Background: an optimization exercise with open tools, aiming at small area, a short achievable clock period and few clock cycles per item. Do not read the settings as production practice. Function was checked by simulation only, so behaviour that the tests miss may differ from the original.

==> inputs of v2 <==
==> flow/design.v <==
module teavault_cipher (
    input  wire         clk,
    input  wire         rst,           
    input  wire         in_valid,
    output wire         in_ready,
    input  wire         in_decrypt,    
    input  wire [127:0] in_key,
    input  wire [63:0]  in_block,
    output wire         out_valid,
    input  wire         out_ready,
    output wire [63:0]  out_block
);
    localparam [31:0] DELTA   = 32'h9E3779B9;
    localparam [31:0] INITSUM = 32'h8DDE6E40;    
    reg        busy;       
    reg        full;       
    reg        last;       
    reg [6:0]  cnt;        
    reg        dec;
    reg [31:0] a, b;       
    reg [31:0] sum;        
    reg [63:0] kp;         
    wire [31:0] ka = kp[63:32];
    wire [31:0] kb = kp[31:0];
    wire [31:0] f  = ((b << 4) + ka) ^ (b + sum) ^ ((b >> 5) + kb);
    wire [31:0] nb = dec ? a - f : a + f;
    wire ld = !busy && (!full || out_ready);     
    wire [31:0] in_v0 = in_block[63:32];
    wire [31:0] in_v1 = in_block[31:0];
    wire [63:0] k01   = in_key[127:64];
    wire [63:0] k23   = in_key[63:0];
    assign in_ready  = last;
    assign out_valid = full;
    assign out_block = dec ? {b, a} : {a, b};
    always @(posedge clk) begin
        if (ld)
            kp <= in_decrypt ? k23 : k01;
        else
            kp <= (cnt[0] ^ dec) ? k01 : k23;
        if (ld) begin
            a   <= in_decrypt ? in_v1 : in_v0;
            b   <= in_decrypt ? in_v0 : in_v1;
            sum <= in_decrypt ? INITSUM : DELTA;
            dec <= in_decrypt;
            cnt <= 7'd0;
        end else if (busy) begin
            a   <= b;
            b   <= nb;
            if (cnt[0])
                sum <= dec ? sum - DELTA : sum + DELTA;
            cnt <= cnt + 7'd1;
        end
        if (rst) begin
            busy <= 1'b0;
            full <= 1'b0;
            last <= 1'b0;
        end else begin
            if (ld) begin
                busy <= in_valid;
                full <= 1'b0;
                last <= 1'b0;
            end else if (busy) begin
                last <= (cnt == 7'd126);
                if (last) begin
                    busy <= 1'b0;
                    full <= 1'b1;
                end
            end
        end
    end
endmodule
==> flow/run.sh <==
#!/bin/bash
# synth_recipe.tcl (not shown) runs the flow's synth.tcl, then flattens the netlist and writes it again
# the make line also repeats each setting of config.mk as NAME=value (left out here)
make -C /OpenROAD-flow-scripts/flow DESIGN_CONFIG=/design/flow/config.mk WORK_HOME=/design/flow/orfs CLKGATE_MAP_FILE= SYNTH_SCRIPT=/design/flow/synth_recipe.tcl finish
==> flow/config.mk <==
export PLATFORM = sky130hd
export DESIGN_NAME = teavault_cipher
export DESIGN_NICKNAME = teavault_cipher
export VERILOG_FILES = /design/flow/design.v
export SDC_FILE = /design/flow/constraint.sdc
export NUM_CORES = 4
export LEC_CHECK = 0
export ABC_CLOCK_PERIOD_IN_PS = 4000
export CAP_MARGIN = 20
export CORE_MARGIN = 2
export CORE_UTILIZATION = 40
export SETUP_SLACK_MARGIN = 5
export SLEW_MARGIN = 20
==> flow/constraint.sdc <==
create_clock -name core_clock -period 12.0 [get_ports {clk}]
set_input_delay 2.4000 -clock core_clock [delete_from_list [all_inputs] [get_ports {clk}]]
set_output_delay 2.4000 -clock core_clock [all_outputs]
set_load 0.01 [all_outputs]
==> v13 (differences from v2) <==
==> flow/design.v (replaced) <==
module teavault_cipher (
    input  wire         clk,
    input  wire         rst,           
    input  wire         in_valid,
    output wire         in_ready,
    input  wire         in_decrypt,    
    input  wire [127:0] in_key,
    input  wire [63:0]  in_block,
    output wire         out_valid,
    input  wire         out_ready,
    output wire [63:0]  out_block
);
    localparam [31:0] DELTA   = 32'h9E3779B9;
    localparam [31:0] INITSUM = 32'h8DDE6E40;    
    reg        busy;       
    reg        full;       
    reg        last;       
    reg        pre;        
    reg        post;       
    reg [6:0]  cnt;        
    reg        dec;
    reg [31:0] a, b;       
    reg [31:0] sum;        
    reg [63:0] kp;         
    function [31:0] add32(input [31:0] x, input [31:0] y, input ci);
        reg [31:0] g, p, gg, pp, gn, pn;
        integer i, l;
        begin
            g = x & y;
            p = x ^ y;
            gg = g; pp = p;
            gg[0] = g[0] | (p[0] & ci);
            for (l = 0; l < 5; l = l + 1) begin
                gn = gg; pn = pp;
                for (i = 0; i < 32; i = i + 1)
                    if (i[l]) begin
                        gn[i] = gg[i] | (pp[i] & gg[((i >> l) << l) - 1]);
                        pn[i] = pp[i] & pp[((i >> l) << l) - 1];
                    end
                gg = gn; pp = pn;
            end
            add32 = p ^ {gg[30:0], ci};
        end
    endfunction
    wire        z   = pre | post;
    wire        sub = dec & ~z;
    wire [31:0] ka  = kp[63:32];
    wire [31:0] kb  = kp[31:0];
    wire [31:0] f   = add32(b << 4, ka, 1'b0) ^ add32(b, sum, 1'b0) ^ add32(b >> 5, kb, 1'b0);
    wire [31:0] fx  = (f & {32{~z}}) ^ {32{sub}};
    wire [31:0] nb  = add32(a, fx, sub);           
    wire [31:0] dd  = {DELTA[31:1] ^ {31{dec}}, 1'b1};    
    wire ld = !busy && (!full || out_ready);     
    assign in_ready  = last;
    assign out_valid = full;
    assign out_block = {a, b};
    always @(posedge clk) begin
        if (ld ? in_decrypt : (pre | (cnt[0] ^ ~dec)))
            kp <= in_key[63:0];
        else
            kp <= in_key[127:64];
        if (ld) begin
            a    <= in_block[63:32];
            b    <= in_block[31:0];
            sum  <= in_decrypt ? INITSUM : DELTA;
            dec  <= in_decrypt;
            cnt  <= 7'd0;
            pre  <= in_decrypt;
            post <= 1'b0;
        end else if (busy) begin
            a    <= b;
            b    <= nb;
            if (cnt[0])
                sum <= sum + dd;
            if (!pre)
                cnt <= cnt + 7'd1;
            pre  <= 1'b0;
            post <= dec & ~pre & ~post & (cnt == 7'd127);
        end
        if (rst) begin
            busy <= 1'b0;
            full <= 1'b0;
            last <= 1'b0;
        end else begin
            if (ld) begin
                busy <= in_valid;
                full <= 1'b0;
                last <= 1'b0;
            end else if (busy) begin
                last <= ~pre & ~post & (cnt == (dec ? 7'd127 : 7'd126));
                if (last) begin
                    busy <= 1'b0;
                    full <= 1'b1;
                end
            end
        end
    end
endmodule
==> flow/flow/run.sh (new file) <==
#!/bin/bash
set -e
cat >> "$FLOW_CONFIG" <<'EOC'
export BUFFER_PORTS_ARGS = -buffer_cell sky130_fd_sc_hd__buf_1
EOC
bash standard.sh > standard.log 2>&1
==> flow/standard.sh (new file) <==
#!/bin/bash
# synth_recipe.tcl (not shown) runs the flow's synth.tcl, then flattens the netlist and writes it again
# the make line also repeats each setting of config.mk as NAME=value (left out here)
make -C /OpenROAD-flow-scripts/flow DESIGN_CONFIG=/design/flow/config.mk WORK_HOME=/design/flow/orfs CLKGATE_MAP_FILE= SYNTH_SCRIPT=/design/flow/synth_recipe.tcl "${@:-finish}"
- ABC_AREA: unset -> 1
- ABC_CLOCK_PERIOD_IN_PS: 4000 -> unset
- BUFFER_PORTS_ARGS: unset -> -buffer_cell sky130_fd_sc_hd__buf_1
- SETUP_SLACK_MARGIN: 5 -> unset
removed: flow/run.sh
==> flow_summary.toml <==
[cells_and_area]
area_delta_synth_final_pct = 23.3
fin_cells = 2531
layout-drive-gt1-share = 0.103

[drt]
wl_met3_mm = 2.87
via_per_inst = 5.59

[placement]
place.gp.congestion = 0.918

[synth]
synthSimpleGateAreaFrac = 0.128
synthXorXnorAreaFrac = 0.125
netlist_top_cells_count = "150 x xnor2_1, 149 x ha_1, 133 x a21oi_1, 133 x nand2_1, 127 x mux2_2"

[critical_path]
max_stage_delay_ns = 0.55
path_buf_inv = 0

[global_routing]
grtUsageMet3 = 0.0339

[timing]
finalCriticalPeriod_ns = 6.40
worst_pin_slew_ns = 0.911
hold_slack_ns = 0.493
layout_setup_ws_ns = 5.60
skew_ns = 0.0132

[outcome]
outcome = "finished clean"
-- figures above: v2

==> flow_summary.toml <==
[timing]
layout_setup_ws_ns = 6.57
hold_slack_ns = 0.474
skew_ns = 0.0163

[placement]
place.gp.congestion = 0.860

[cells_and_area]
fin_cells = 2492
area_delta_synth_final_pct = 14.9

[outcome]
outcome = "finished clean"

[global_routing]
grtUsageMet3 = 0.0291
-- figures above: v13

Testbench counts of v2, summed over its fixed seeds: cycles 165,128, items 1,280.
Testbench counts of v13, summed over its fixed seeds: cycles 166,398, items 1,280.

-- re-timing with driven ports --
How much do the figures lean on ideal ports? The routed layouts below were timed once more, with nothing changed but the port constraints. Step 1 (the two cells are an assumption about what drives the block):
set clk [get_ports {clk}]
set_driving_cell -lib_cell sky130_fd_sc_hd__clkbuf_16 $clk
set_driving_cell -lib_cell sky130_fd_sc_hd__buf_2 [delete_from_list [all_inputs] $clk]
Step 2 also shifts input and output timing later by t, the mid clock arrival at the registers, as if the neighbouring blocks saw the same clock. a / b / c = no drivers / after step 1 / after step 2; a / b = the first two.
| run | t (ns) | setup WS [ns] | worst register clock-pin slew, ns | worst slew at a driven data input, ns | cell pins on the clock port's net |
|---|---|---|---|---|---|
| v2 | 0.501 | 5.598 / 5.598 / 5.598 | 0.07 / 0.07 | 0.06 | 1 |
| v13 | 0.500 | 6.573 / 6.602 / 6.102 | 0.08 / 0.08 | 0.05 | 1 |
After both steps every run listed still meets setup and hold. The setup slack of v13, which loses most, moves by +0.029 ns with the drivers and by -0.471 ns with both steps.
